Source: an optimization exercise on an open RTL-to-GDS flow (aim: small area, a short achievable clock period and few clock cycles). Production flows keep margins and buffers that such runs may drop. The RTL was checked by simulation tests, not by an equivalence proof against the original design. Power figures rest on the tool's default switching activity, not on a simulated workload.

File: flow/config.mk
export PLATFORM = sky130hd
export DESIGN_NAME = rs485_frame_asm
export DESIGN_NICKNAME = rs485_frame_asm
export VERILOG_FILES = /design/flow/design.v
export SDC_FILE = /design/flow/constraint.sdc
export NUM_CORES = 8
export LEC_CHECK = 0
export CAP_MARGIN = 20
export CORE_MARGIN = 2
export CORE_UTILIZATION = 60
export CTS_CLUSTER_DIAMETER = 80
export CTS_CLUSTER_SIZE = 24
export PLACE_DENSITY = 0.7
export SLEW_MARGIN = 20
export SYNTH_MEMORY_MAX_BITS = 4096
File: flow/constraint.sdc
create_clock -name core_clock -period 12.0 [get_ports {clk}]
set_input_delay 2.4000 -clock core_clock [delete_from_list [all_inputs] [get_ports {clk}]]
set_output_delay 2.4000 -clock core_clock [all_outputs]
set_load 0.01 [all_outputs]
File: flow/design.v
module rs485_frame_asm (
    input  wire         clk,
    input  wire         rst,
    input  wire [255:0] addr_map,
    input  wire         in_valid,
    input  wire [7:0]   in_data,
    output wire         in_ready,
    output wire         out_valid,
    output wire [7:0]   out_data,
    output wire         out_last,
    input  wire         out_ready,
    output wire         idle
);
    localparam integer R  = 264;         
    localparam integer TD = 3;           
    localparam integer NT = R >> TD;
    localparam integer K  = 3;           
    localparam [8:0]   RM = 9'd263;
    function [15:0] crcstep;
        input [15:0] c;
        input [7:0]  b;
        integer i;
        reg [15:0] r;
        begin
            r = c ^ {8'h00, b};
            for (i = 0; i < 8; i = i + 1)
                r = r[0] ? ((r >> 1) ^ 16'hA001) : (r >> 1);
            crcstep = r;
        end
    endfunction
    function [8:0] inc9;
        input [8:0] x;
        inc9 = (x == RM) ? 9'd0 : x + 9'd1;
    endfunction
    function [8:0] subm;
        input [8:0] a;
        input [8:0] b;
        reg [9:0] d;
        begin
            d = {1'b0, a} - {1'b0, b};
            subm = d[9] ? (d[8:0] + 9'd264) : d[8:0];
        end
    endfunction
    reg [8*R-1:0] ring;
    reg [8:0]     T;              
    reg [255:0]   addr_mask;
    reg [7:0]     ib0, ib1;       
    reg [1:0]     icnt;
    reg           in_ready_r;
    reg [8:0]     wp;             
    reg           pbv;            
    reg [7:0]     pb;
    reg           pia_r;          
    reg [15:0]    pcrc;           
    reg [8:0]     prev_slot;
    reg           pins_v;         
    reg [2:0]     pins_q;         
    reg           pdead;          
    reg [K-1:0]   ev;             
    reg [K-1:0]   enk;            
    reg [8:0]     est  [0:K-1];   
    reg [15:0]    ecrc [0:K-1];
    reg [8:0]     erem [0:K-1];   
    reg [3:0]     eb   [0:K-1];   
    reg [K-1:0]   ehv;            
    reg [2:0]     ehq  [0:K-1];   
    reg [K*K-1:0] older;          
    reg [K-1:0]   lp_done;        
    reg [K-1:0]   lp_pass;        
    reg           lp_03;
    reg [8:0]     qs [0:7];       
    reg [8:0]     qe [0:7];       
    reg [3:0]     qh, qm, qt;     
    reg           ef;             
    reg           ov_v;           
    reg [8:0]     ov;
    reg           ovh_v;          
    reg [2:0]     ovh_q;
    reg           ins_v;          
    reg [8:0]     ins_s, ins_e;
    reg [3:0]     ins_b;          
    reg [K-1:0]   ins_nw;         
    reg           resc;           
    reg [8:0]     rs;
    reg           ord_v;          
    reg [8:0]     rd_s, rd_e;
    reg [8:0]     rd_st;          
    reg           out_valid_r, out_last_r;
    reg [7:0]     out_data_r;
    reg           idle_r;
    assign in_ready  = in_ready_r;
    assign out_valid = out_valid_r;
    assign out_data  = out_data_r;
    assign out_last  = out_last_r;
    assign idle      = idle_r;
    integer k, j;
    wire [8:0] Tn = inc9(T);      
    wire       pend   = (qm != qt);
    wire [3:0] qcount = qt - qh;
    wire       q_full = (qcount == 4'd8);
    wire [3:0] qt_m1  = qt - 4'd1;
    wire [8:0] P0e    = qe[qm[2:0]];
    wire [8:0] tls    = qs[qt_m1[2:0]];
    reg blocked;
    always @(*) begin
        blocked = 1'b0;
        for (k = 0; k < K; k = k + 1)
            if (ev[k] && eb[k] == qm) blocked = 1'b1;
    end
    wire emit = pend & ~ef & ~blocked & ~ins_v;
    reg [K-1:0] e_host_em;
    always @(*) begin
        for (k = 0; k < K; k = k + 1)
            e_host_em[k] = emit & ehv[k] & (ehq[k] == qm[2:0]);
    end
    wire trig_cond = ov_v & ~(|ev) & ~pend & ~ins_v & ~resc;
    wire ring_empty = ~ord_v & (qh == qt) & ~(|ev) & ~ov_v & ~ins_v &
                      ~pia_r & ~cons_last & ~resc;
    wire [8:0] wp1 = inc9(wp);
    reg  m_wp0, m_wp1;
    always @(*) begin
        m_wp0 = (ord_v & (rd_s == wp)) | (~ord_v & (qh != qt) & (qs[qh[2:0]] == wp)) |
                (ov_v & (ov == wp)) | (ins_v & (ins_s == wp));
        m_wp1 = (ord_v & (rd_s == wp1)) | (~ord_v & (qh != qt) & (qs[qh[2:0]] == wp1)) |
                (ov_v & (ov == wp1)) | (ins_v & (ins_s == wp1));
        for (k = 0; k < K; k = k + 1) begin
            m_wp0 = m_wp0 | (ev[k] & (est[k] == wp));
            m_wp1 = m_wp1 | (ev[k] & (est[k] == wp1));
        end
    end
    reg  wl0, wl1, cons_last, sync_r;
    wire wp_live   = cons_last ? wl1 : wl0;
    wire can_write = ring_empty | (sync_r & ~wp_live);
    wire [7:0] rtap = ring[8*R-1 -: 8];    
    wire live_consume = ~resc & (icnt != 2'd0) & ~ins_v & ~trig_cond & can_write;
    wire resc_consume = resc & (rs == Tn) & (rs != wp) & ~ins_v;
    wire consume = live_consume | resc_consume;
    wire [7:0] cbyte = resc ? rtap : ib0;
    wire [8:0] cslot = resc ? rs : Tn;
    wire       prev_isaddr = pbv & addr_mask[pb];
    reg [K-1:0] e_done, e_pass;
    always @(*) begin
        for (k = 0; k < K; k = k + 1) begin
            e_done[k] = ev[k] & lp_done[k];
            e_pass[k] = e_done[k] & lp_pass[k];
        end
    end
    reg [K-1:0] p1_oh, p2_oh;
    reg [1:0]   p1_i, p2_i;
    reg         p1_v, p2_v;
    always @(*) begin
        for (k = 0; k < K; k = k + 1) begin
            p1_oh[k] = e_pass[k];
            for (j = 0; j < K; j = j + 1)
                if (j != k && e_pass[j] && older[j*K+k]) p1_oh[k] = 1'b0;
        end
        for (k = 0; k < K; k = k + 1) begin
            p2_oh[k] = e_pass[k] & ~p1_oh[k];
            for (j = 0; j < K; j = j + 1)
                if (j != k && e_pass[j] && !p1_oh[j] && older[j*K+k]) p2_oh[k] = 1'b0;
        end
        p1_v = |p1_oh; p2_v = |p2_oh;
        p1_i = p1_oh[1] ? 2'd1 : p1_oh[2] ? 2'd2 : 2'd0;
        p2_i = p2_oh[1] ? 2'd1 : p2_oh[2] ? 2'd2 : 2'd0;
    end
    reg [K-1:0] nw_p1, nw_p2;     
    always @(*) begin
        for (k = 0; k < K; k = k + 1) begin
            nw_p1[k] = older[p1_i*K+k];
            nw_p2[k] = older[p2_i*K+k];
        end
    end
    wire p1_host  = ehv[p1_i];
    wire conflict = (eb[p1_i] != qt);              
    wire tr_ovl   = consume & p1_v & p1_host;
    wire tr_two   = consume & p1_v & ~p1_host & p2_v;
    wire ins_fr   = p1_v & ~p1_host & ~p2_v & ~conflict & ~q_full;
    wire ins_fast = consume & ins_fr;
    wire ins_slow = consume & p1_v & ~p1_host & ~ins_fr;
    wire sp_pop   = ins_v & (qt != ins_b);
    wire sp_trunc = ins_v & ~sp_pop & q_full;
    wire sp_ins   = ins_v & ~sp_pop & ~q_full;
    reg        tr_v;
    reg [8:0]  tr_s;
    reg        tr_hv;
    reg [2:0]  tr_hq;
    reg [K-1:0] tr_kill;
    always @(*) begin
        tr_v = 1'b0; tr_s = 9'd0; tr_hv = 1'b0; tr_hq = 3'd0; tr_kill = {K{1'b0}};
        if (tr_ovl) begin
            tr_v = 1'b1; tr_s = est[p1_i]; tr_hv = 1'b1; tr_hq = ehq[p1_i];
            tr_kill = nw_p1;
        end else if (tr_two) begin
            tr_v = 1'b1; tr_s = est[p2_i]; tr_hv = ehv[p2_i]; tr_hq = ehq[p2_i];
            tr_kill = nw_p2;
        end else if (sp_pop) begin
            tr_v = 1'b1; tr_s = tls;
            for (k = 0; k < K; k = k + 1)
                tr_kill[k] = (eb[k] == qt);
        end else if (sp_trunc) begin
            tr_v = 1'b1; tr_s = ins_s;
            tr_kill = ins_nw;
        end
    end
    wire cr_want = consume & prev_isaddr & lp_03;
    wire       nh_v = ins_fast | pins_v;
    wire [2:0] nh_q = ins_fast ? qt[2:0] : pins_q;
    wire       pins_em = pins_v & emit & (pins_q == qm[2:0]);
    wire       nh_dead = pdead | pins_em;
    reg [1:0] free_i;
    reg       free_v;
    always @(*) begin
        free_v = 1'b0; free_i = 2'd0;
        for (k = K - 1; k >= 0; k = k - 1)
            if (!ev[k]) begin free_v = 1'b1; free_i = k[1:0]; end
    end
    wire cr_ok  = cr_want & ~ov_v & ~nh_dead;
    wire cr_do  = cr_ok & free_v;
    wire cr_ovf = cr_ok & ~free_v & ~tr_v;
    wire [3:0] qt1 = qt + 4'd1;
    wire [7:0] tapv [0:NT-1];
    genvar gt;
    generate
        for (gt = 0; gt < NT; gt = gt + 1) begin : g_tap
            assign tapv[gt] = ring[8*(((gt+1)<<TD)-1) +: 8];
        end
    endgenerate
    wire       oal      = (rd_st[TD-1:0] == {TD{1'b1}});
    wire [7:0] obyte    = tapv[rd_st[8:TD]];
    wire       out_free = ~out_valid_r | out_ready;
    wire       rd_take  = ord_v & oal & out_free;
    wire       rd_lastb = (rd_s == rd_e);
    wire       q_emitted = (qh != qm);
    wire [3:0] qh1 = qh + 4'd1;
    wire       rd_next = (qh1 != qm);    
    reg  [8:0] pf_st;                    
    wire [8:0] rd_st_inc = (rd_st == RM) ? 9'd0 : rd_st + 9'd1;
    wire quiet = (icnt == 2'd0) & ~resc & ~ins_v & ~emit & ~trig_cond &
                 ~q_emitted & ~ord_v & ~out_valid_r;
    wire [7:0] rtap2 = ring[8*(R-1)-1 -: 8];    
    wire       la_resc = (resc & (rs != wp)) | trig_cond;
    reg  [7:0] nb;
    always @(*) begin
        if (la_resc)                         nb = rtap2;
        else if (live_consume)               nb = (icnt == 2'd2) ? ib1 : in_data;
        else                                 nb = (icnt != 2'd0) ? ib0 : in_data;
    end
    reg [15:0] crc_nx [0:K-1];
    reg [K-1:0] done_nx;
    always @(*) begin
        for (k = 0; k < K; k = k + 1) begin
            if (cr_do && free_i == k[1:0]) begin
                crc_nx[k]  = crcstep(pcrc, cbyte);
                done_nx[k] = 1'b0;
            end else if (consume && ev[k]) begin
                crc_nx[k]  = crcstep(ecrc[k], cbyte);
                done_nx[k] = enk[k] & (erem[k] == 9'd2);
            end else begin
                crc_nx[k]  = ecrc[k];
                done_nx[k] = enk[k] & (erem[k] == 9'd1);
            end
        end
    end
    always @(posedge clk) begin
        ring <= {ring[8*(R-1)-1:0], live_consume ? ib0 : rtap};
    end
    wire push = in_valid & in_ready_r;
    wire [1:0] icnt_n = icnt + {1'b0, push} - {1'b0, live_consume};
    always @(posedge clk) begin
        if (rst) begin
            addr_mask <= addr_map;
            T <= 9'd0;
            sync_r <= 1'b0;
            cons_last <= 1'b0;
            wl0 <= 1'b0;
            wl1 <= 1'b0;
            icnt <= 2'd0;
            in_ready_r <= 1'b0;
            wp <= 9'd0;
            pbv <= 1'b0;
            pia_r <= 1'b0;
            pins_v <= 1'b0;
            pdead <= 1'b0;
            ev <= {K{1'b0}};
            ehv <= {K{1'b0}};
            qh <= 4'd0; qm <= 4'd0; qt <= 4'd0;
            ef <= 1'b0;
            ov_v <= 1'b0;
            ovh_v <= 1'b0;
            ins_v <= 1'b0;
            resc <= 1'b0;
            ord_v <= 1'b0;
            out_valid_r <= 1'b0;
            idle_r <= 1'b1;
        end else begin
            T <= Tn;
            pia_r <= prev_isaddr;
            lp_03 <= (nb == 8'h03);
            for (k = 0; k < K; k = k + 1) begin
                lp_done[k] <= done_nx[k];
                lp_pass[k] <= (crc_nx[k] == {8'h00, nb});
            end
            wl0 <= m_wp0;
            wl1 <= m_wp1;
            cons_last <= live_consume;
            sync_r <= live_consume | (wp == inc9(Tn));
            pf_st <= subm(inc9(Tn), qs[qh1[2:0]]);
            icnt <= icnt_n;
            in_ready_r <= (icnt_n != 2'd2);
            case (icnt)
                2'd0: if (push) ib0 <= in_data;
                2'd1: begin
                    if (push && live_consume) ib0 <= in_data;
                    else if (push) ib1 <= in_data;
                end
                default: if (live_consume) ib0 <= ib1;
            endcase
            if (live_consume) wp <= inc9(Tn);
            if (consume) begin
                pbv         <= 1'b1;
                pb          <= cbyte;
                pcrc        <= crcstep(16'hFFFF, cbyte);
                prev_slot   <= cslot;
                pins_v      <= ins_fast;
                pins_q      <= qt[2:0];
                pdead       <= 1'b0;
            end else if (sp_ins) begin
                pins_v      <= 1'b1;
                pins_q      <= qt[2:0];
            end else if (ins_v) begin
                pins_v      <= 1'b0;
            end else if (pins_em) begin
                pins_v      <= 1'b0;
                pdead       <= 1'b1;
            end
            for (k = 0; k < K; k = k + 1) begin
                if ((ins_fast && older[p1_i*K+k]) || (sp_ins && ins_nw[k]))
                    eb[k] <= qt1;
                if (ins_fast && older[p1_i*K+k]) begin
                    ehv[k] <= 1'b1; ehq[k] <= qt[2:0];
                end else if (sp_ins && ins_nw[k]) begin
                    ehv[k] <= 1'b1; ehq[k] <= qt[2:0];
                end
                if (consume && ev[k]) begin
                    ecrc[k] <= crcstep(ecrc[k], cbyte);
                    if (!enk[k]) begin
                        enk[k]  <= 1'b1;
                        erem[k] <= {1'b0, cbyte} + 9'd2;
                    end else begin
                        erem[k] <= erem[k] - 9'd1;
                    end
                end
                if (e_host_em[k] || tr_kill[k] || (consume && e_done[k]))
                    ev[k] <= 1'b0;
                if (cr_do && free_i == k[1:0]) begin
                    ev[k]   <= ~tr_v;
                    enk[k]  <= 1'b0;
                    est[k]  <= prev_slot;
                    ecrc[k] <= crcstep(pcrc, cbyte);
                    eb[k]   <= ins_fast ? qt1 : qt;
                    ehv[k]  <= nh_v;
                    ehq[k]  <= nh_q;
                    for (j = 0; j < K; j = j + 1) begin
                        older[j*K+k] <= (j != k);
                        older[k*K+j] <= 1'b0;
                    end
                end
            end
            if (cr_ovf) begin
                ov_v  <= 1'b1;
                ov    <= prev_slot;
                ovh_v <= nh_v;
                ovh_q <= nh_q;
            end else if (tr_v) begin
                ovh_v <= tr_hv;
                ovh_q <= tr_hq;
                ov_v  <= 1'b1;
                ov    <= tr_s;
                if (emit && tr_hv && tr_hq == qm[2:0]) begin
                    ovh_v <= 1'b0;
                    if (inc9(P0e) == wp) ov_v <= 1'b0;
                    else ov <= inc9(P0e);
                end
            end else if (emit && ov_v && ovh_v && ovh_q == qm[2:0]) begin
                ovh_v <= 1'b0;
                if (inc9(P0e) == wp) ov_v <= 1'b0;
                else ov <= inc9(P0e);
            end else if (trig_cond) begin
                ov_v <= 1'b0;
            end else if ((ins_fast || sp_ins) && ov_v && !ovh_v) begin
                ovh_v <= 1'b1;
                ovh_q <= qt[2:0];
            end
            ef <= live_consume ? 1'b0 : (ef | emit);
            if (consume && p1_v && !q_full) begin
                qs[qt[2:0]] <= est[p1_i];
                qe[qt[2:0]] <= cslot;
            end else if (sp_ins) begin
                qs[qt[2:0]] <= ins_s;
                qe[qt[2:0]] <= ins_e;
            end
            if (ins_fast || sp_ins) qt <= qt + 4'd1;
            else if (sp_pop) qt <= qt - 4'd1;
            if (emit) qm <= qm + 4'd1;
            if (consume && p1_v) begin
                ins_s  <= est[p1_i];
                ins_e  <= cslot;
                ins_b  <= eb[p1_i];
                ins_nw <= (nw_p1 | (cr_do ? (1 << free_i) : {K{1'b0}})) &
                          ~(p2_v ? nw_p2 | (1 << p2_i) : {K{1'b0}});
            end else if (ins_v) begin
                ins_nw <= ins_nw & ~tr_kill;
            end
            if (ins_slow) begin
                ins_v  <= 1'b1;
            end else if (sp_trunc || sp_ins) begin
                ins_v <= 1'b0;
            end
            if (trig_cond) begin
                resc <= 1'b1;
                rs   <= ov;
                pbv  <= 1'b0;
                pins_v <= 1'b0;
            end else if (resc) begin
                if (resc_consume) rs <= inc9(rs);
                if (rs == wp) resc <= 1'b0;
            end
            if (!ord_v) begin
                if (q_emitted) begin
                    ord_v <= 1'b1;
                    rd_s  <= qs[qh[2:0]];
                    rd_e  <= qe[qh[2:0]];
                    rd_st <= subm(Tn, qs[qh[2:0]]);
                end
            end else if (rd_take) begin
                rd_s <= inc9(rd_s);
                if (rd_lastb) begin
                    qh <= qh1;
                    if (rd_next) begin
                        rd_s  <= qs[qh1[2:0]];
                        rd_e  <= qe[qh1[2:0]];
                        rd_st <= pf_st;
                    end else begin
                        ord_v <= 1'b0;
                    end
                end
            end else begin
                rd_st <= rd_st_inc;
            end
            if (rd_take) begin
                out_valid_r <= 1'b1;
                out_data_r  <= obyte;
                out_last_r  <= rd_lastb;
            end else if (out_ready) begin
                out_valid_r <= 1'b0;
            end
            idle_r <= quiet & ~push;
        end
    end
endmodule
File: flow/flow/run.sh
#!/bin/bash
set -euo pipefail
bash standard.sh SETUP_SLACK_MARGIN=8 \
  "BUFFER_PORTS_ARGS=-buffer_cell sky130_fd_sc_hd__buf_1" \
  "CTS_ARGS=-sink_clustering_enable -repair_clock_nets -sink_clustering_size 24 -sink_clustering_max_diameter 80 -dont_use_dummy_load" \
  finish > standard_flow.log 2>&1
File: flow/standard.sh
#!/bin/bash
# synth_recipe.tcl (not shown) runs the flow's synth.tcl, then flattens the netlist and writes it again
# the make line also repeats each setting of config.mk as NAME=value (left out here)
make -C /OpenROAD-flow-scripts/flow DESIGN_CONFIG=/design/flow/config.mk WORK_HOME=/design/flow/orfs CLKGATE_MAP_FILE= SYNTH_SCRIPT=/design/flow/synth_recipe.tcl "${@:-finish}"
==> key figures, run 1 <==
Place
  • Placed inst area: 88100 sq um
  • Placed Cells: 7650
  • Placer Congestion: 0.950
  • DP HPWL: 128000 microns
  • Post-place setup slack: 6.81 ns
  • Port Buffer Count: 279

Logic synthesis
  • Gate Count Post-Synth: 5607
  • Post-synthesis async set-or-reset flop share: 0%
  • Syn Nets: 5930
  • Seq/Total Area, Yosys: 75.4%
  • Mapped Area: 84700 sq um
  • Synth Register Bits: 2849
  • Syn avg cell area: 15.1 sq um
  • Yosys cell types: 94
  • Yosys warns: 7
  • Predominant post-synthesis flop cell: dfxtp_1
  • Post-synth EDFFs: 676

STA
  • Final TNS setup: 0 ns
  • Fmax: 0.248 GHz
  • Fin. max-slew vios: 0
  • RSZ-0062 raised after global routing: true
  • Fin crit period: 4.03 ns
  • Clock Skews: 0.0938 ns
  • Actual slew at the worst max-slew pin: 1.20 ns
  • Min setup slack post-route: 7.97 ns
  • Final Cycle Share: 33.5%
  • Normalized max-slew margin: 20.2%
  • Hold Vio Cnt, Final: 0
  • Setup Viol. Count Final: 0

Worst setup path
  • CP Buf/Inv Count: 2
  • Worst R2R End: lp_pass[0]
  • Top delay family on crit path: simple AND/OR/NAND/NOR gates
  • Critical path class: reg -> reg
  • Req. time, crit path: 12.58 ns
  • CP max FO: 7
  • Startpoint Class: register
  • Reg-to-reg slack, setup: 7.97 ns
  • Critical path cell sequence: buf_12 -> buf_16 -> mux4_2 -> o22ai_1 -> a211oi_1 -> o21a_1 -> o31ai_4 -> or4b_4 -> or4_4 -> mux2_4 -> xor2_1 -> nand4_1 -> a211oi_2
  • Register-to-Register Path Depth: 13
  • Crit path from: pb[2]
  • Crit path capture type: register
  • Worst Path Arrival: 4.61 ns
  • Worst path max stage delay: 0.63 ns
  • Worst r2r src: pb[2]
  • Crit path max-delay cell type: or4_4

Power and ir drop
  • Sequential power share: 61.1%
  • Sw power: 4.21 mW
  • Power Internal: 13.3 mW
  • Clk network pwr share: 28.2%
  • Combinational fraction of design power: 10.8%
  • Max VDD drop: 0.152 mV
  • Power Density: 187 nW/um^2
  • P_leak: 34.8 nW
  • Switching Share: 24.0%

Clock tree
  • Clock buffer depth: 3
  • Clk root buf: clkbuf_16
  • Post-cts hold buffer count: 0
  • Clock Sinks: 2849
  • Worst-path clk slew: 0.09 ns
  • H-tree Lvls: 4
  • CTS tree: done
  • CTS Buf Count: 147
  • Clk latency of the worst-skew pair: 0.78 ns

Routing
  • # DRC: 0
  • Via-to-Cell Ratio: 5.72
  • Vias: 45425
  • Iteration-0 DRC Markers: 4820
  • Overall routed net length: 194000 microns
  • DR WL/cell: 24.4 microns
  • Post-route ant nets: 0
  • First-pass DRT Iterations: 6

Min path
  • Hold_sp: ring[282]
  • Worst hold path class: reg -> reg
  • Hold Crit Depth: 0
  • Hold path endpoint: ring[290]

Layout
  • Net count reported at finish: 6374
  • Leading cell type in the layout, fill and taps excluded: dfxtp_1
  • Design area: 94100 sq um
  • Layout area overhead: 11.2%
  • Layout fillers: 9592
  • Share of cells above drive strength 1: 13.2%
  • Non-filler instance count after layout: 7942
  • Leading cell types in the layout, fill and taps excluded: dfxtp_1, edfxtp_1, nand2_1, buf_1, xnor2_1

Die
  • Horiz. Die Dim: 380 microns
  • Cell row count: 137
  • Die Height: 380 microns
  • Starting Density: 60.6%
  • Top Ports: 280
  • Die ar.: 144000 sq um
  • Core Box Area: 140000 sq um

Run status
  • Status: no timing/DRC/antenna violations

Global route
  • Largest net degree at the start of global routing: 70
  • Total Routing Usage GR: 26.4%
  • Global-route wire length before repair: 283000 microns
  • Vias in the first global route: 44133
  • Grt total ovfl: 0
  • Initial antenna violation count: 27

Flow run
  • Max Cap Viol: 0
-- synth_stat cells, types with 13 or more instances --
master       n  area [sq um]
dfxtp_1   2173         43500
edfxtp_1   676         20300
nand2_1    301          1130
xnor2_1    242          2120
nor2_1     233           875
xor2_1     209          1830
mux2i_1    178          1780
mux4_2     141          3180
o21ai_0    130           651
clkbuf_1   121           454
a21oi_1    119           596
inv_1       83           312
nand4_1     76           475
nand3_1     75           375
nor3_1      62           310
mux2_2      61           687
a221oi_1    57           499
ha_1        53           663
nor4_1      53           332
a22o_1      51           447
a22oi_1     47           353
nor2b_1     38           238
nand2b_1    35           219
a211oi_1    33           248
buf_2       30           150
buf_1       29           109
and3_1      19           119
mux4_1      16           420
and2_1      14          87.6
o221ai_1    13           114
-- through the flow --
step	hold WS, ns	total power, mW	util (%)
finish	0.275	17.6	67.4
global route	0.285	18.1	67.4
CTS	0.277	17.5	66.7
detailed placement	0.312	12.6	63.1
global placement	0.310	12.6	63.0
floorplan	0.310	11.9	-
-- state kept, by name, summed over array words and instances, names as in the netlist, 12 cells and up, named ones only --
signal	count
eb	12
ecrc	48
qe	72
erem	27
ring	2112
qs	72
addr_mask	256
est	27
-- worst max path at each step --
stage,to,depth (start not counted)
2_1_floorplan,ib1[0],3
3_3_place_gp,qe[1][6],6
3_5_place_dp,qe[1][4],6
4_1_cts,ov[1],14
5_1_grt,lp_pass[0],12
6_report,lp_pass[0],13
-- power groups by stage --
stage               Clock [mW]  Combinational [mW]  Sequential [mW]
floorplan                    0                1.15             10.8
global placement             0                1.64             10.9
detailed placement           0                1.65             10.9
CTS                       5.04                1.78             10.7
global route              5.36                2.01             10.8
finish                    4.95                1.89             10.7
-- cell type report --
class                      instances  area [sq um]  area share (%)
timing repair buffer             492          3160            3.35
inverter                          87           350           0.372
sequential                      2849         63900            67.8
clock buffer                     147          3680            3.91
multi-input combinational       2474         20700            22.0
antenna                           17          42.5          0.0452
tap                             1876          2350            2.49
-- cell families after synthesis --
group | share of synthesized area, %
buffers and inverters | 1.47
DFF | 75.4
muxes | 7.20
and+or+nand+nor | 5.54
AOI/OAI and AO/OA | 4.85
xor gates and xnor gates | 4.74
adders and majority gates | 0.831
-- per-layer routing --
metal | global-route usage (%) | wire length, microns | up-vias
li1 | - | - | 20619
met1 | 37.6 | 84000 | 22541
met2 | 41.3 | 88900 | 1864
met3 | 4.65 | 14200 | 397
met4 | 8.71 | 6440 | 4
met5 | 0 | 27 | -
-- what timing repair did --
item	CTS	global route
endpoints found under the hold margin	0	0
pin swaps	48	38
cloned	8	4
buffers inserted	72	44
resized for setup	136	116
endpoints found under the setup margin	356	229
Testbench counts, summed over its fixed seeds: cycles 17,061.
==> run 2, diff against run 1 <==
==> flow/flow/run.sh (replaced) <==
#!/bin/bash
set -euo pipefail
bash standard.sh SETUP_SLACK_MARGIN=7 \
  "BUFFER_PORTS_ARGS=-buffer_cell sky130_fd_sc_hd__buf_1" \
  "CTS_ARGS=-sink_clustering_enable -repair_clock_nets -sink_clustering_size 24 -sink_clustering_max_diameter 80 -dont_use_dummy_load" \
  finish > standard_flow.log 2>&1
==> run 2 against run 1 <==
Against the previous run: combinational power shrank 6%; still clean; worst setup slack lost 0.82 ns; clock skew grew 0.017 ns.
==> key figures, run 2 <==
Min path
  • Hold Crit Depth: 0
  • Hold path endpoint: ring[1739]
  • Hold_sp: ring[1731]
  • Worst hold path class: reg -> reg

Routing
  • Overall routed net length: 188000 microns
  • Via-to-Cell Ratio: 5.63
  • Vias: 44138
  • Iteration-0 DRC Markers: 4049
  • DR WL/cell: 24.0 microns
  • First-pass DRT Iterations: 6
  • # DRC: 0
  • Post-route ant nets: 0

Logic synthesis
  • Leading post-synthesis cells by cell area: dfxtp_1, edfxtp_1, mux4_2
  • Simple-gate share of the synthesized area: 5.54%
  • Syn avg cell area: 15.1 sq um
  • Post-synth EDFFs: 676
  • Synth Register Bits: 2849
  • Cell taking the most area after synthesis: dfxtp_1
  • Adder-cell share of the synthesized area: 0.831%
  • Mux share of post-synthesis cell area: 7.20%
  • Post-Synth XOR/XNOR Area: 4.74%
  • Yosys cell types: 94
  • Gate Count Post-Synth: 5607
  • Top cell type's share of synthesized area: 51.4%
  • Compound-gate portion of the synthesized area: 4.85%
  • Seq/Total Area, Yosys: 75.4%
  • Synth cell count leaders: dfxtp_1, edfxtp_1, nand2_1, xnor2_1, nor2_1
  • Predominant post-synthesis flop cell: dfxtp_1
  • Post-synthesis async set-or-reset flop share: 0%
  • Syn Nets: 5930
  • Top-count cell post-synth: dfxtp_1
  • Mapped Area: 84700 sq um
  • Largest family of logic cells by synthesized area: multiplexers
  • Yosys warns: 7

Die
  • Die Height: 380 microns
  • Die ar.: 144000 sq um
  • Cell row count: 137
  • Starting Density: 60.6%
  • Top Ports: 280
  • Core Box Area: 140000 sq um
  • Horiz. Die Dim: 380 microns

Power and ir drop
  • Sequential power share: 61.6%
  • P_leak: 34.0 nW
  • Switching Share: 24.0%
  • Power Density: 189 nW/um^2
  • Final Power: 17.4 mW
  • Clk network pwr share: 28.2%
  • Power Internal: 13.2 mW
  • Max VDD drop: 0.180 mV
  • Combinational fraction of design power: 10.2%
  • Sw power: 4.19 mW

Worst setup path
  • Register-to-Register Path Depth: 12
  • Startpoint Class: register
  • Critical path class: reg -> reg
  • CP max FO: 35
  • Worst r2r src: qt[0]
  • Worst Path Arrival: 5.37 ns
  • Req. time, crit path: 12.52 ns
  • Worst R2R End: ehq[0][2]
  • Reg-to-reg slack, setup: 7.16 ns
  • Crit path capture type: register

Global route
  • Initial antenna violation count: 21
  • Vias in the first global route: 43008
  • Total Routing Usage GR: 25.8%
  • Largest net degree at the start of global routing: 104
  • Global-route wire length before repair: 277000 microns
  • Grt total ovfl: 0

Clock tree
  • Post-cts hold buffer count: 0
  • CTS Buf Count: 145
  • Clk root buf: clkbuf_16
  • Clk latency of the worst-skew pair: 0.80 ns
  • H-tree Lvls: 4
  • Clock buffer depth: 3
  • Clock Sinks: 2849
  • Worst-path clk slew: 0.09 ns
  • CTS tree: done

STA
  • RSZ-0062 raised after global routing: true
  • Final TNS setup: 0 ns
  • Fin. max-slew vios: 0
  • Hold Vio Cnt, Final: 0
  • Fmax: 0.206 GHz
  • Final Cycle Share: 40.4%
  • Min setup slack post-route: 7.16 ns
  • Setup Viol. Count Final: 0
  • Fin crit period: 4.84 ns
  • Clock Skews: 0.111 ns
  • Normalized max-slew margin: 21.5%
  • Hold WS: 0.238 ns
  • Actual slew at the worst max-slew pin: 1.18 ns

Layout
  • Leading cell type in the layout, fill and taps excluded: dfxtp_1
  • Layout fillers: 9765
  • Net count reported at finish: 6269
  • Top reg by flops: ring
  • Post-layout util: 65.9%
  • Share of cells above drive strength 1: 9.56%
  • Top Registers: ring: 2112 flops, addr_mask: 256 flops
  • Number of flip-flops in the largest register: 2112
  • Layout area overhead: 8.69%
  • Leading cell types in the layout, fill and taps excluded: dfxtp_1, edfxtp_1, nand2_1, buf_1, xnor2_1

Flow run
  • Max Cap Viol: 0

Place
  • Post-place setup slack: 5.94 ns
  • DP HPWL: 129000 microns
  • Placer Congestion: 0.927
  • Port Buffer Count: 279

Run status
  • Status: no timing/DRC/antenna violations
[run 2: routing by layer]
layer	wire, microns	share of wire (%)	global-route usage, %
met1	82700	44	36.6
met2	86700	46	40.1
met3	13200	7.0	4.97
met4	5750	3.1	9.21
met5	28	0.015	0
[run 2: final cells by class]
class	instances	area [sq um]	area share, %
sequential	2849	63800	69.4
multi-input combinational	2471	19900	21.6
clock buffer	145	3630	3.94
tap	1876	2350	2.55
timing repair buffer	392	1950	2.11
inverter	87	327	0.355
antenna	25	62.6	0.0680
[run 2: power groups by stage]
stage,combinational (mW),sequential [mW],clock [mW]
2_1_floorplan,1.14,10.8,0
3_3_place_gp,1.69,10.9,0
3_5_place_dp,1.71,10.9,0
4_1_cts,1.73,10.7,5.00
5_1_grt,1.89,10.8,5.32
6_report,1.78,10.7,4.92
[run 2: stage by stage]
stage,area (sq um),cells
detailed placement,88100,7663
floorplan,84700,5607
CTS,91800,7811
finish,92000,7845
global route,92000,7836
global placement,88000,7662
[run 2: kinds of logic after synthesis]
family	after synthesis
and+or+nand+nor	970
adders and majority gates	55
DFF	2849
AOI/OAI and AO/OA	594
xor gates and xnor gates	454
muxes	398
buffers and inverters	287
[run 2: worst max path at each step]
stage          slack (ns)  startpoint          to
2_1_floorplan        7.11         rst    qe[7][0]
3_3_place_gp         6.06         rst    qe[7][7]
3_5_place_dp         5.94         rst    qe[3][5]
4_1_cts              6.90        resc  lp_pass[2]
5_1_grt              6.96       qh[0]    pf_st[7]
6_report             7.16       qt[0]   ehq[0][2]
[run 2: worst max-delay path: stages, from the launching register on]
cell,delay [ns]
dfxtp_2,0.58
inv_2,0.22
ha_1,0.35
nand3_1,0.28
nor2_1,0.34
a22o_1,0.37
nand2_1,0.15
inv_1,0.20
nor2_1,0.21
buf_4,0.24
or4_4,0.74
nor2_1,0.47
mux2_2,0.39
[run 2: repair_timing]
action | in CTS | in global routing
endpoints found under the setup margin | 243 | 221
resized for setup | 16 | 28
setup buffers | 3 | 8
pin swaps | 1 | 4
gates cloned | 0 | 0
==> run 3, diff against run 2 <==
--- a/flow/design.v
+++ b/flow/design.v
@@ -33,4 +33,8 @@
         inc9 = (x == RM) ? 9'd0 : x + 9'd1;
     endfunction
+    function [8:0] dec9;
+        input [8:0] x;
+        dec9 = (x == 9'd0) ? RM : x - 9'd1;
+    endfunction
     function [8:0] subm;
         input [8:0] a;
@@ -52,6 +56,4 @@
     reg [7:0]     pb;
     reg           pia_r;          
-    reg [15:0]    pcrc;           
-    reg [8:0]     prev_slot;
     reg           pins_v;         
     reg [2:0]     pins_q;         
@@ -78,5 +80,5 @@
     reg [2:0]     ovh_q;
     reg           ins_v;          
-    reg [8:0]     ins_s, ins_e;
+    reg [8:0]     ins_s;          
     reg [3:0]     ins_b;          
     reg [K-1:0]   ins_nw;         
@@ -138,4 +140,5 @@
     wire [7:0] cbyte = resc ? rtap : ib0;
     wire [8:0] cslot = resc ? rs : Tn;
+    wire [8:0] prev_slot = dec9(resc ? rs : wp);
     wire       prev_isaddr = pbv & addr_mask[pb];
     reg [K-1:0] e_done, e_pass;
@@ -251,5 +254,5 @@
         for (k = 0; k < K; k = k + 1) begin
             if (cr_do && free_i == k[1:0]) begin
-                crc_nx[k]  = crcstep(pcrc, cbyte);
+                crc_nx[k]  = ecrc[k];
                 done_nx[k] = 1'b0;
             end else if (consume && ev[k]) begin
@@ -320,6 +323,4 @@
                 pbv         <= 1'b1;
                 pb          <= cbyte;
-                pcrc        <= crcstep(16'hFFFF, cbyte);
-                prev_slot   <= cslot;
                 pins_v      <= ins_fast;
                 pins_q      <= qt[2:0];
@@ -357,5 +358,5 @@
                     enk[k]  <= 1'b0;
                     est[k]  <= prev_slot;
-                    ecrc[k] <= crcstep(pcrc, cbyte);
+                    ecrc[k] <= crcstep(crcstep(16'hFFFF, pb), 8'h03);
                     eb[k]   <= ins_fast ? qt1 : qt;
                     ehv[k]  <= nh_v;
@@ -398,5 +399,5 @@
             end else if (sp_ins) begin
                 qs[qt[2:0]] <= ins_s;
-                qe[qt[2:0]] <= ins_e;
+                qe[qt[2:0]] <= prev_slot;
             end
             if (ins_fast || sp_ins) qt <= qt + 4'd1;
@@ -405,5 +406,4 @@
             if (consume && p1_v) begin
                 ins_s  <= est[p1_i];
-                ins_e  <= cslot;
                 ins_b  <= eb[p1_i];
                 ins_nw <= (nw_p1 | (cr_do ? (1 << free_i) : {K{1'b0}})) &
==> flow/flow/run.sh (replaced) <==
#!/bin/bash
set -euo pipefail
bash standard.sh SETUP_SLACK_MARGIN=8 \
  "BUFFER_PORTS_ARGS=-buffer_cell sky130_fd_sc_hd__buf_1" \
  "CTS_ARGS=-sink_clustering_enable -repair_clock_nets -sink_clustering_size 24 -sink_clustering_max_diameter 80 -dont_use_dummy_load" \
  finish > standard_flow.log 2>&1
==> run 3 against run 2 <==
Against the previous run: combinational power is 16% higher; power is 1.0% higher; flip-flop and latch count is 28 lower; clock-buffer cell count is 1 lower; critical endpoint is now ov[6]; die area is 0.49% lower; core utilization is 1.3 points higher; via count is 3.4% higher; area after synthesis is 0.50% lower; largest power group unchanged; wire length is 4.0% higher; clock power is 0.8% lower; design area is 1.8% higher; sequential share of layout area is 2.1 points lower.
==> key figures, run 3 <==
Run status
  • Status: no timing/DRC/antenna violations

Power and ir drop
  • Max VDD drop: 0.151 mV
  • Switching Share: 24.6%
  • Power Internal: 13.3 mW
  • Power Density: 188 nW/um^2
  • Combinational fraction of design power: 11.8%
  • Sw power: 4.33 mW
  • Sequential power share: 60.5%
  • Clk network pwr share: 27.7%
  • P_leak: 34.3 nW

Die
  • Cell row count: 137
  • Core Box Area: 139000 sq um
  • Die ar.: 143000 sq um
  • Starting Density: 60.4%
  • Top Ports: 280
  • Die Height: 379 microns
  • Horiz. Die Dim: 379 microns

Min path
  • Worst hold path class: reg -> reg

Clock tree
  • Clock Sinks: 2821
  • Clk root buf: clkbuf_16
  • CTS Buf Count: 144
  • CTS tree: done
  • Clk latency of the worst-skew pair: 0.79 ns
  • Worst-path clk slew: 0.09 ns
  • Clock buffer depth: 3
  • H-tree Lvls: 4

Flow run
  • Max Cap Viol: 0

Logic synthesis
  • Post-synthesis async set-or-reset flop share: 0%
  • Cell taking the most area after synthesis: dfxtp_1
  • Top cell type's share of synthesized area: 51.6%
  • Top-count cell post-synth: dfxtp_1
  • Synth cell count leaders: dfxtp_1, edfxtp_1, nand2_1, xnor2_1, nor2_1
  • Seq/Total Area, Yosys: 74.7%
  • Gate Count Post-Synth: 5709
  • Syn Nets: 6028
  • Yosys warns: 7
  • Predominant post-synthesis flop cell: dfxtp_1
  • Post-synth EDFFs: 648
  • Mapped Area: 84200 sq um
  • Synth Register Bits: 2821
  • Yosys cell types: 101
  • Leading post-synthesis cells by cell area: dfxtp_1, edfxtp_1, mux4_2
  • Syn avg cell area: 14.8 sq um

STA
  • Fmax: 0.255 GHz
  • Setup Viol. Count Final: 0
  • RSZ-0062 raised after global routing: true
  • Actual slew at the worst max-slew pin: 1.16 ns
  • Normalized max-slew margin: 22.9%
  • Clock Skews: 0.0978 ns
  • Final Cycle Share: 32.7%
  • Hold Vio Cnt, Final: 0
  • Min setup slack post-route: 8.08 ns
  • Fin crit period: 3.92 ns
  • Fin. max-slew vios: 0
  • Final TNS setup: 0 ns

Global route
  • Vias in the first global route: 44145
  • Initial antenna violation count: 21
  • Total Routing Usage GR: 26.9%
  • Global-route wire length before repair: 284000 microns
  • Grt total ovfl: 0
  • Largest net degree at the start of global routing: 87

Layout
  • Share of cells above drive strength 1: 12.3%
  • Top reg by flops: ring
  • Top Registers: ring: 2112 flops, addr_mask: 256 flops
  • Net count reported at finish: 6447
  • Number of flip-flops in the largest register: 2112
  • Design area: 93700 sq um
  • Layout fillers: 9644
  • Layout area overhead: 11.2%
  • Leading cell types in the layout, fill and taps excluded: dfxtp_1, edfxtp_1, buf_1, nand2_1, xnor2_1
  • Leading cell type in the layout, fill and taps excluded: dfxtp_1

Worst setup path
  • Crit path capture type: register
  • Critical path cell sequence: and4_1 -> o31ai_1 -> a31o_2 -> o31ai_2 -> o22a_1 -> or4_4 -> a2111oi_4 -> buf_4 -> o41ai_4 -> a21boi_2 -> a221o_1
  • Worst Path Arrival: 4.43 ns
  • Crit path max-delay cell type: edfxtp_1
  • Req. time, crit path: 12.50 ns
  • CP max FO: 7
  • Worst path max stage delay: 0.53 ns
  • Startpoint Class: register
  • Critical path class: reg -> reg
  • CP Buf/Inv Count: 1
  • Top delay family on crit path: compound AO/OA/AOI/OAI gates

Place
  • DP HPWL: 131000 microns
  • Placer Congestion: 0.935
  • Placed inst area: 87700 sq um
  • Post-place setup slack: 5.70 ns
  • Port Buffer Count: 279

Routing
  • Overall routed net length: 196000 microns
  • First-pass DRT Iterations: 8
  • Via-to-Cell Ratio: 5.69
  • DR WL/cell: 24.4 microns
  • Post-route ant nets: 0
  • # DRC: 0
  • Vias: 45626
  • Iteration-0 DRC Markers: 4602
==> run 3: changes by cell type in the layout (fill, tap and decap cells not counted), sizes merged, moves of 14 or more <==
cell    previous run  this run
xnor2            243       278
nand2b            35        17
buf              390       485
nand3             75       101
mux2              61        27
mux2i            180       204
xor2             209       178
nand2            301       282
a221oi            57        36
edfxtp           676       648
a21oi            121       139
a22oi             47       107
a22o              51        33
mux4             157       143
==> run 3: path summary, 6_finish.rpt <==
kind / startpoint / end / slack [ns] / cells past startpoint
setup / recovery: older[2] / ov[6] / 8.08 / 11
hold / removal: ring[814] / ring[822] / 0.25 / 0
setup reg to reg: older[2] / ov[6] / 8.08 / 11
hold reg to reg: ring[814] / ring[822] / 0.25 / 0
==> run 3: repair_timing <==
item / 4_1_cts / 5_1_grt
setup endpoints to repair: 527 / 201
pin swaps: 21 / 29
hold buffers: 0 / 0
gates cloned: 4 / 9
setup buffers: 40 / 53
resized for setup: 146 / 119
==> run 3: cells by family (layout without fill, tap and decap cells) <==
group / Yosys count / after routing / share of synthesized area [%]
AOI/OAI and AO/OA: 679 / 681 / 5.56
xor gates and xnor gates: 461 / 461 / 4.91
adders and majority gates: 51 / 51 / 0.775
buffers and inverters: 319 / 734 / 1.52
DFF: 2821 / 2821 / 74.7
muxes: 374 / 374 / 6.62
other: 0 / 13 / 0
and+or+nand+nor: 1004 / 1004 / 5.86
==> run 3: area by class of cell <==
| class | instances | area (sq um) | share of cell area, % |
|---|---|---|---|
| sequential | 2821 | 63000 | 67.3 |
| multi-input combinational | 2571 | 21100 | 22.5 |
| clock buffer | 144 | 3600 | 3.85 |
| timing repair buffer | 496 | 3210 | 3.43 |
| tap | 1876 | 2350 | 2.51 |
| inverter | 94 | 383 | 0.409 |
| antenna | 13 | 32.5 | 0.0347 |
==> run 3: metal layers <==
layer  vias to the layer above  routed length (microns)  part of all wire (%)  GRT usage, %
li1                      20939                        -                     -             -
met1                     22475                    85600                    44          38.7
met2                      1844                    90200                    46          42.3
met3                       366                    14000                   7.2          4.23
met4                         2                     6030                   3.1          8.49
met5                         -                        7                0.0036             0
==> run 3: per-stage QoR <==
stage	power (mW)	hold slack [ns]	utilization, %	cells
2_1_floorplan	12.0	0.310	-	5709
3_3_place_gp	12.7	0.310	63.0	7752
3_5_place_dp	12.7	0.312	63.0	7752
4_1_cts	17.6	0.263	66.4	7940
5_1_grt	18.2	0.250	67.2	8013
6_report	17.6	0.246	67.2	8015
==> run 3: power by group through the flow <==
| stage | Sequential (mW) | Clock [mW] | Combinational (mW) |
|---|---|---|---|
| final | 10.6 | 4.88 | 2.07 |
| after detailed placement | 10.9 | 0 | 1.86 |
| after global placement | 10.8 | 0 | 1.84 |
| after floorplan | 10.7 | 0 | 1.28 |
| after CTS | 10.6 | 4.96 | 1.94 |
| after global routing | 10.7 | 5.27 | 2.21 |
Testbench counts of run 3, summed over its fixed seeds: cycles 17,061.
==> run 4, diff against run 3 <==
==> flow/flow/run.sh (replaced) <==
#!/bin/bash
set -euo pipefail
bash standard.sh SETUP_SLACK_MARGIN=8.5 \
  "BUFFER_PORTS_ARGS=-buffer_cell sky130_fd_sc_hd__buf_1" \
  "CTS_ARGS=-sink_clustering_enable -repair_clock_nets -sink_clustering_size 24 -sink_clustering_max_diameter 80 -dont_use_dummy_load" \
  finish > standard_flow.log 2>&1
==> run 4 against run 3 <==
Against the previous run: critical path depth up 2; register-to-register slack better by 0.05 ns; worst hold slack better by 0.033 ns; wire length up 4.9%; maximum frequency up 1.2%; flip-flop and latch count unchanged; clock power about the same; critical path type unchanged; cell count up 2.6%; design area up 4.1%.
==> key figures, run 4 <==
Run status
  • Status: no timing/DRC/antenna violations

Global route
  • Initial antenna violation count: 15
  • Grt total ovfl: 0
  • Vias in the first global route: 45460
  • Largest net degree at the start of global routing: 87
  • Global-route wire length before repair: 298000 microns
  • Total Routing Usage GR: 28.4%

Worst setup path
  • Startpoint Class: register
  • Crit path capture type: register
  • Worst Path Arrival: 4.35 ns
  • Critical path class: reg -> reg
  • Req. time, crit path: 12.48 ns
  • CP max FO: 7

Place
  • Port Buffer Count: 279
  • Placed inst area: 88100 sq um
  • Placer Congestion: 0.933
  • DP HPWL: 135000 microns

Logic synthesis
  • Synth Register Bits: 2821
  • Cell taking the most area after synthesis: dfxtp_1
  • Leading post-synthesis cells by cell area: dfxtp_1, edfxtp_1, mux4_2
  • Mapped Area: 84200 sq um
  • Yosys warns: 7
  • Seq/Total Area, Yosys: 74.7%
  • Predominant post-synthesis flop cell: dfxtp_1
  • Synth cell count leaders: dfxtp_1, edfxtp_1, nand2_1, xnor2_1, nor2_1
  • Post-synth EDFFs: 648
  • Yosys cell types: 101
  • Syn Nets: 6028
  • Gate Count Post-Synth: 5709
  • Post-synthesis async set-or-reset flop share: 0%
  • Syn avg cell area: 14.8 sq um
  • Top-count cell post-synth: dfxtp_1
  • Top cell type's share of synthesized area: 51.6%

Routing
  • DR WL/cell: 25.0 microns
  • First-pass DRT Iterations: 6
  • Post-route ant nets: 0
  • Iteration-0 DRC Markers: 5000
  • Via-to-Cell Ratio: 5.79
  • Overall routed net length: 205000 microns
  • # DRC: 0
  • Vias: 47591

STA
  • Setup Viol. Count Final: 0
  • Hold WS: 0.279 ns
  • Actual slew at the worst max-slew pin: 1.13 ns
  • Clock Skews: 0.0874 ns
  • RSZ-0062 raised after global routing: true
  • Hold Vio Cnt, Final: 0
  • Final TNS setup: 0 ns
  • Fin crit period: 3.88 ns
  • Final Cycle Share: 32.3%
  • Fmax: 0.258 GHz
  • Fin. max-slew vios: 0
  • Normalized max-slew margin: 24.7%

Clock tree
  • Clk root buf: clkbuf_16
  • Worst-path clk slew: 0.09 ns
  • Clk latency of the worst-skew pair: 0.80 ns
  • H-tree Lvls: 4
  • CTS Buf Count: 145
  • Clock Sinks: 2821
  • Clock buffer depth: 3
  • CTS tree: done

Layout
  • Seq. cell area: 63000 sq um
  • Leading cell types in the layout, fill and taps excluded: dfxtp_1, edfxtp_1, buf_4, xnor2_1, buf_1
  • Multi-input logic area: 22400 sq um
  • Design area: 97500 sq um
  • Leading cell type in the layout, fill and taps excluded: dfxtp_1
  • Number of flip-flops in the largest register: 2112
  • Net count reported at finish: 6655
  • Layout fillers: 9312
  • Layout area overhead: 15.7%
  • Share of cells above drive strength 1: 18.2%
  • Top reg by flops: ring
  • Top Registers: ring: 2112 flops, addr_mask: 256 flops

Die
  • Horiz. Die Dim: 379 microns
  • Starting Density: 60.4%
  • Cell row count: 137
  • Die Height: 379 microns
  • Die ar.: 143000 sq um
  • Core Box Area: 139000 sq um
  • Top Ports: 280

Flow run
  • Max Cap Viol: 0

Power and ir drop
  • Max VDD drop: 0.164 mV
  • Power Density: 184 nW/um^2
  • Final Power: 18.0 mW
  • P_leak: 35.9 nW

Min path
  • Worst hold path class: reg -> reg
## run 4: cell types whose count changed in the layout (fill, tap and decap cells not counted), moves of 13 or more
cell     before  now
nor2_1      211  190
a21oi_2       5   21
o21ai_0     107   84
buf_4       174  272
a21oi_1     128  109
nor2_4       10   33
buf_1       278  265
buf_12       19   44
buf_6        11   75
## run 4: final cells by class
class | count | share of cell area, %
flip-flops and latches | 2821 | 64.7
multi-input cells | 2573 | 23.0
repair buffers | 699 | 5.76
clock buffers | 145 | 3.72
well taps | 1876 | 2.41
inverters | 94 | 0.395
diodes | 11 | 0.0282
repair inverters | 2 | 0.0154
## run 4: where the power goes
group / internal, mW / switching, mW / total, mW
Clock: 2.16 / 2.74 / 4.89
Combinational: 0.954 / 1.46 / 2.42
Sequential: 10.4 / 0.290 / 10.7
## run 4: metal layers
layer / routed length [microns] / share of wire, % / up-vias / GRT usage, %
li1: - / - / 21386 / -
met1: 88800 / 43 / 23675 / 41.0
met2: 92900 / 45 / 2068 / 43.6
met3: 16600 / 8.1 / 452 / 5.20
met4: 6920 / 3.4 / 10 / 9.32
met5: 56 / 0.027 / - / 0
## run 4: path summary, 6_finish.rpt
kind / slack [ns] / start / end / cells after the start
setup / recovery: 8.12 / T[1] / ov[5] / 13
hold / removal: 0.28 / ring[1099] / ring[1107] / 0
setup reg to reg: 8.12 / T[1] / ov[5] / 13
hold reg to reg: 0.28 / ring[1099] / ring[1107] / 0
## run 4: critical path, cell delays in order (launching register included)
cell and delay (ns):
dfxtp_4 0.37, ha_4 0.19, or4b_4 0.51, o21ai_4 0.19, mux2i_4 0.12, xnor2_4 0.26, a41oi_4 0.17, or4_4 0.58
a2111oi_4 0.30, buf_4 0.21, o41ai_4 0.16, buf_4 0.19, a22o_1 0.18, a21o_1 0.15
## run 4: logic make-up (layout without fill, tap and decap cells)
logic type / Yosys count / after routing / synth area share (%)
flip-flops: 2821 / 2821 / 74.7
other: 0 / 11 / 0
multiplexers: 374 / 375 / 6.62
buffers and inverters: 319 / 940 / 1.52
AND/OR/NAND/NOR: 1004 / 1006 / 5.86
XOR/XNOR: 461 / 461 / 4.91
AO/OA/AOI/OAI: 679 / 680 / 5.56
adder cells (fa/ha/maj): 51 / 51 / 0.775
## run 4: what timing repair did
item                       CTS  global route
setup endpoints to repair  744           364
resized for setup          387           202
gates cloned                22             7
hold buffers                 0             0
setup buffers              206            87
pin swaps                  130           105
## run 4: per-stage QoR
stage,util (%),std cells,setup slack [ns]
2_1_floorplan,-,5709,7.93
3_5_place_dp,63.2,7742,5.63
3_3_place_gp,63.2,7742,5.90
6_report,69.9,8221,8.12
4_1_cts,68.6,8115,8.09
5_1_grt,69.9,8220,7.98
==> run 5, diff against run 4 <==
--- a/flow/design.v
+++ b/flow/design.v
@@ -68,7 +68,7 @@
     reg [2:0]     ehq  [0:K-1];   
     reg [K*K-1:0] older;          
-    reg [K-1:0]   lp_done;        
-    reg [K-1:0]   lp_pass;        
-    reg           lp_03;
+    reg [K-1:0]   la_done, lb_done, lc_done;   
+    reg [K-1:0]   la_pass, lb_pass, lc_pass;   
+    reg           la_03, lb_03, lc_03;
     reg [8:0]     qs [0:7];       
     reg [8:0]     qe [0:7];       
@@ -143,4 +143,8 @@
     wire       prev_isaddr = pbv & addr_mask[pb];
     reg [K-1:0] e_done, e_pass;
+    reg         use_c_r;
+    wire [K-1:0] lp_done = use_c_r ? lc_done : cons_last ? la_done : lb_done;
+    wire [K-1:0] lp_pass = use_c_r ? lc_pass : cons_last ? la_pass : lb_pass;
+    wire         lp_03   = use_c_r ? lc_03   : cons_last ? la_03   : lb_03;
     always @(*) begin
         for (k = 0; k < K; k = k + 1) begin
@@ -242,27 +246,18 @@
                  ~q_emitted & ~ord_v & ~out_valid_r;
     wire [7:0] rtap2 = ring[8*(R-1)-1 -: 8];    
-    wire       la_resc = (resc & (rs != wp)) | trig_cond;
-    reg  [7:0] nb;
+    wire [7:0] nb_a  = (icnt == 2'd2) ? ib1 : in_data;
+    wire [7:0] nb_b  = (icnt != 2'd0) ? ib0 : in_data;
+    reg [15:0] crc_up [0:K-1];                  
+    reg [K-1:0] done_up, done_st;
+    reg [K-1:0] cr_here;
     always @(*) begin
-        if (la_resc)                         nb = rtap2;
-        else if (live_consume)               nb = (icnt == 2'd2) ? ib1 : in_data;
-        else                                 nb = (icnt != 2'd0) ? ib0 : in_data;
-    end
-    reg [15:0] crc_nx [0:K-1];
-    reg [K-1:0] done_nx;
-    always @(*) begin
-        for (k = 0; k < K; k = k + 1) begin
-            if (cr_do && free_i == k[1:0]) begin
-                crc_nx[k]  = ecrc[k];
-                done_nx[k] = 1'b0;
-            end else if (consume && ev[k]) begin
-                crc_nx[k]  = crcstep(ecrc[k], cbyte);
-                done_nx[k] = enk[k] & (erem[k] == 9'd2);
-            end else begin
-                crc_nx[k]  = ecrc[k];
-                done_nx[k] = enk[k] & (erem[k] == 9'd1);
-            end
+        for (k = 0; k < K; k = k + 1) begin
+            crc_up[k]  = crcstep(ecrc[k], cbyte);
+            done_up[k] = enk[k] & (erem[k] == 9'd2);
+            done_st[k] = enk[k] & (erem[k] == 9'd1);
+            cr_here[k] = cr_do & (free_i == k[1:0]);
         end
     end
+    wire       use_c = (resc & (rs != wp)) | trig_cond;    
     always @(posedge clk) begin
         ring <= {ring[8*(R-1)-1:0], live_consume ? ib0 : rtap};
@@ -299,9 +294,16 @@
             T <= Tn;
             pia_r <= prev_isaddr;
-            lp_03 <= (nb == 8'h03);
+            la_03 <= (nb_a == 8'h03);
+            lb_03 <= (nb_b == 8'h03);
+            lc_03 <= (rtap2 == 8'h03);
             for (k = 0; k < K; k = k + 1) begin
-                lp_done[k] <= done_nx[k];
-                lp_pass[k] <= (crc_nx[k] == {8'h00, nb});
+                la_done[k] <= ~cr_here[k] & done_up[k];
+                la_pass[k] <= (crc_up[k] == {8'h00, nb_a});
+                lb_done[k] <= ~cr_here[k] & done_st[k];
+                lb_pass[k] <= (ecrc[k] == {8'h00, nb_b});
+                lc_done[k] <= ~cr_here[k] & (resc_consume ? done_up[k] : done_st[k]);
+                lc_pass[k] <= (resc_consume ? crc_up[k] : ecrc[k]) == {8'h00, rtap2};
             end
+            use_c_r <= use_c;
             wl0 <= m_wp0;
             wl1 <= m_wp1;
==> flow/flow/run.sh (replaced) <==
#!/bin/bash
set -euo pipefail
bash standard.sh SETUP_SLACK_MARGIN=9 \
  "BUFFER_PORTS_ARGS=-buffer_cell sky130_fd_sc_hd__buf_1" \
  "CTS_ARGS=-sink_clustering_enable -repair_clock_nets -sink_clustering_size 24 -sink_clustering_max_diameter 80 -dont_use_dummy_load" \
  finish > standard_flow.log 2>&1
==> run 5 against run 4 <==
Against the previous run: die area is 0.48% lower; non-clock buffer count is 79 higher; clock-buffer cell count is 4 lower; critical path type unchanged; largest cell class unchanged; largest power group unchanged; highest routed layer unchanged.
==> key figures, run 5 <==
Logic synthesis
  • Predominant post-synthesis flop cell: dfxtp_1
  • Seq/Total Area, Yosys: 75.6%
  • Synth Register Bits: 2836
  • Cell taking the most area after synthesis: dfxtp_1
  • Top-count cell post-synth: dfxtp_1
  • Syn avg cell area: 15.2 sq um
  • Yosys warns: 7
  • Gate Count Post-Synth: 5514
  • Yosys cell types: 89
  • Top cell type's share of synthesized area: 51.9%
  • Synth cell count leaders: dfxtp_1, edfxtp_1, xnor2_1, nand2_1, nor2_1
  • Syn Nets: 5836
  • Leading post-synthesis cells by cell area: dfxtp_1, edfxtp_1, mux4_2
  • Post-synth EDFFs: 663
  • Mapped Area: 83800 sq um
  • Post-synthesis async set-or-reset flop share: 0%

STA
  • Setup Viol. Count Final: 0
  • Fmax: 0.233 GHz
  • Actual slew at the worst max-slew pin: 1.16 ns
  • Clock Skews: 0.0594 ns
  • Final Cycle Share: 35.8%
  • Fin. max-slew vios: 0
  • Min setup slack post-route: 7.71 ns
  • RSZ-0062 raised after global routing: true
  • Hold Vio Cnt, Final: 0
  • Normalized max-slew margin: 22.4%
  • Fin crit period: 4.29 ns
  • Final TNS setup: 0 ns

Layout
  • Top Registers: ring: 2112 flops, addr_mask: 256 flops
  • Leading cell types in the layout, fill and taps excluded: dfxtp_1, edfxtp_1, buf_4, buf_1, xnor2_1
  • Non-filler instance count after layout: 8132
  • Leading cell type in the layout, fill and taps excluded: dfxtp_1
  • Net count reported at finish: 6565
  • Share of cells above drive strength 1: 22.3%
  • Post-layout util: 71.3%
  • Layout fillers: 8913
  • Number of flip-flops in the largest register: 2112
  • Top reg by flops: ring
  • Layout area overhead: 18.3%

Die
  • Die Height: 378 microns
  • Top Ports: 280
  • Horiz. Die Dim: 378 microns
  • Core Box Area: 139000 sq um
  • Starting Density: 60.3%
  • Die ar.: 143000 sq um
  • Cell row count: 137

Global route
  • Global-route wire length before repair: 296000 microns
  • Initial antenna violation count: 25
  • Total Routing Usage GR: 28.5%
  • Grt total ovfl: 0
  • Largest net degree at the start of global routing: 86
  • Vias in the first global route: 45364

Clock tree
  • H-tree Lvls: 4
  • Worst-path clk slew: 0.10 ns
  • Clock Sinks: 2836
  • Clock buffer depth: 3
  • Clk latency of the worst-skew pair: 0.79 ns
  • CTS tree: done
  • Clk root buf: clkbuf_16
  • CTS Buf Count: 141

Place
  • Placer Congestion: 0.939
  • Post-place setup slack: 6.35 ns
  • Placed Cells: 7559
  • DP HPWL: 128000 microns
  • Port Buffer Count: 279

Power and ir drop
  • P_leak: 36.6 nW
  • Power Density: 181 nW/um^2
  • Final Power: 17.9 mW
  • Max VDD drop: 0.148 mV

Routing
  • First-pass DRT Iterations: 7
  • # DRC: 0
  • Post-route ant nets: 0
  • Vias: 46709
  • Iteration-0 DRC Markers: 4905
  • WL met2: 97000 microns
  • Via-to-Cell Ratio: 5.74
  • WL met3: 16300 microns
  • M1 WL: 84800 microns
  • Overall routed net length: 208000 microns
  • DR top layer: met5
  • DR WL/cell: 25.5 microns

Worst setup path
  • Crit path max-delay cell type: a2111oi_4
  • Worst Path Arrival: 4.77 ns
  • Critical path cell sequence: buf_4 -> nor2b_1 -> a211oi_1 -> nand2_1 -> a2111oi_4 -> o21a_4 -> o31a_1 -> o2111ai_2 -> and3_1 -> nor4b_2 -> and4bb_4 -> a21oi_1 -> a221o_1
  • Crit path capture type: register
  • Critical path class: reg -> reg
  • CP max FO: 15
  • Startpoint Class: register
  • Req. time, crit path: 12.48 ns
  • Worst path max stage delay: 0.51 ns

Min path
  • Worst hold path class: reg -> reg

Flow run
  • Max Cap Viol: 0

Run status
  • Status: no timing/DRC/antenna violations
-- run 5: final cells by class --
class	instances	area [sq um]	area share, %
inverters	93	399	0.402
multi-input cells	2391	22700	22.8
clock buffers	141	3530	3.56
diodes	15	37.5	0.0378
repair buffers	778	6720	6.78
well taps	1876	2350	2.37
repair inverters	2	16.3	0.0164
flip-flops and latches	2836	63500	64.0
-- run 5: power breakdown --
group	leakage [nW]	total, mW	internal [mW]	switching, mW
registers	23.8	10.6	10.4	0.258
logic	11.1	2.43	1.12	1.31
clock network	1.74	4.83	2.10	2.73
total	36.6	17.9	13.6	4.30
-- run 5: final timing paths --
| path | start | end | slack, ns | cells past startpoint |
|---|---|---|---|---|
| max | use_c_r | ov[2] | 7.71 | 13 |
| min | ring[1435] | ring[1443] | 0.27 | 0 |
| max reg2reg | use_c_r | ov[2] | 7.71 | 13 |
| min reg2reg | ring[1435] | ring[1443] | 0.27 | 0 |
-- run 5: cells by family after synthesis --
kind of cell / after synthesis / synth area share (%)
flip-flops: 2836 / 75.6
AND/OR/NAND/NOR: 941 / 5.46
AO/OA/AOI/OAI: 536 / 4.42
XOR/XNOR: 487 / 5.14
multiplexers: 361 / 7.12
buffers and inverters: 299 / 1.39
adder cells (fa/ha/maj): 54 / 0.824
-- run 5: critical path: cells and delay by family (launching register included) --
family          cells  cell delay (ns)
simple gates        5             1.37
buf+inv             1             0.22
compound gates      7             1.96
flops               1             0.42
-- run 5: metrics by stage --
stage	hold slack, ns	area [sq um]
3_5_place_dp	0.312	88300
2_1_floorplan	0.310	85200
4_1_cts	0.275	96500
3_3_place_gp	0.310	88300
6_report	0.271	99200
5_1_grt	0.275	99200
-- run 5: repair_timing --
| item | 4_1_cts | 5_1_grt |
|---|---|---|
| endpoints found under the hold margin | 0 | 0 |
| gates resized for setup | 434 | 330 |
| hold buffers | 0 | 0 |
| pin swaps | 141 | 163 |
| endpoints found under the setup margin | 1038 | 778 |
| gates cloned | 36 | 11 |
| buffers inserted | 235 | 134 |
-- run 5: per-layer routing --
metal | global-route usage, % | vias up
li1 | - | 20809
met1 | 38.9 | 23183
met2 | 45.3 | 2115
met3 | 5.22 | 594
met4 | 11.5 | 8
met5 | 0 | -
Testbench counts of run 5, summed over its fixed seeds: cycles 17,061.

## re-timing with driven ports
The results above use ideal ports. As a check the final layouts listed here were re-extracted and re-timed, cells and wires unchanged.
Step 1 (the two cells are an assumption about what drives the block):
set clk [get_ports {clk}]
set_driving_cell -lib_cell sky130_fd_sc_hd__clkbuf_16 $clk
set_driving_cell -lib_cell sky130_fd_sc_hd__buf_2 [delete_from_list [all_inputs] $clk]
Step 2 times the ports against the registers' clock, not the clock port: input delays grow and output delays shrink by t, the midpoint of the rising clock arrivals with the driver on.
Slacks: ideal / step 1 / step 2; pairs: ideal / step 1.
run | t (ns) | setup slack, ns | slew at the worst register clock pin (ns)
run 1 | 0.817 | 7.975 / 7.975 / 7.311 | 0.09 / 0.09
run 2 | 0.821 | 7.156 / 7.156 / 6.485 | 0.10 / 0.10
run 3 | 0.820 | 8.077 / 8.045 / 7.377 | 0.09 / 0.09
run 4 | 0.841 | 8.123 / 8.048 / 7.479 | 0.10 / 0.10
run 5 | 0.845 | 7.706 / 7.706 / 7.706 | 0.10 / 0.10
After both steps setup and hold are still met in every run listed. For run 3, which loses most, drivers alone change the setup slack by -0.032 ns; drivers and shift together by -0.700 ns.
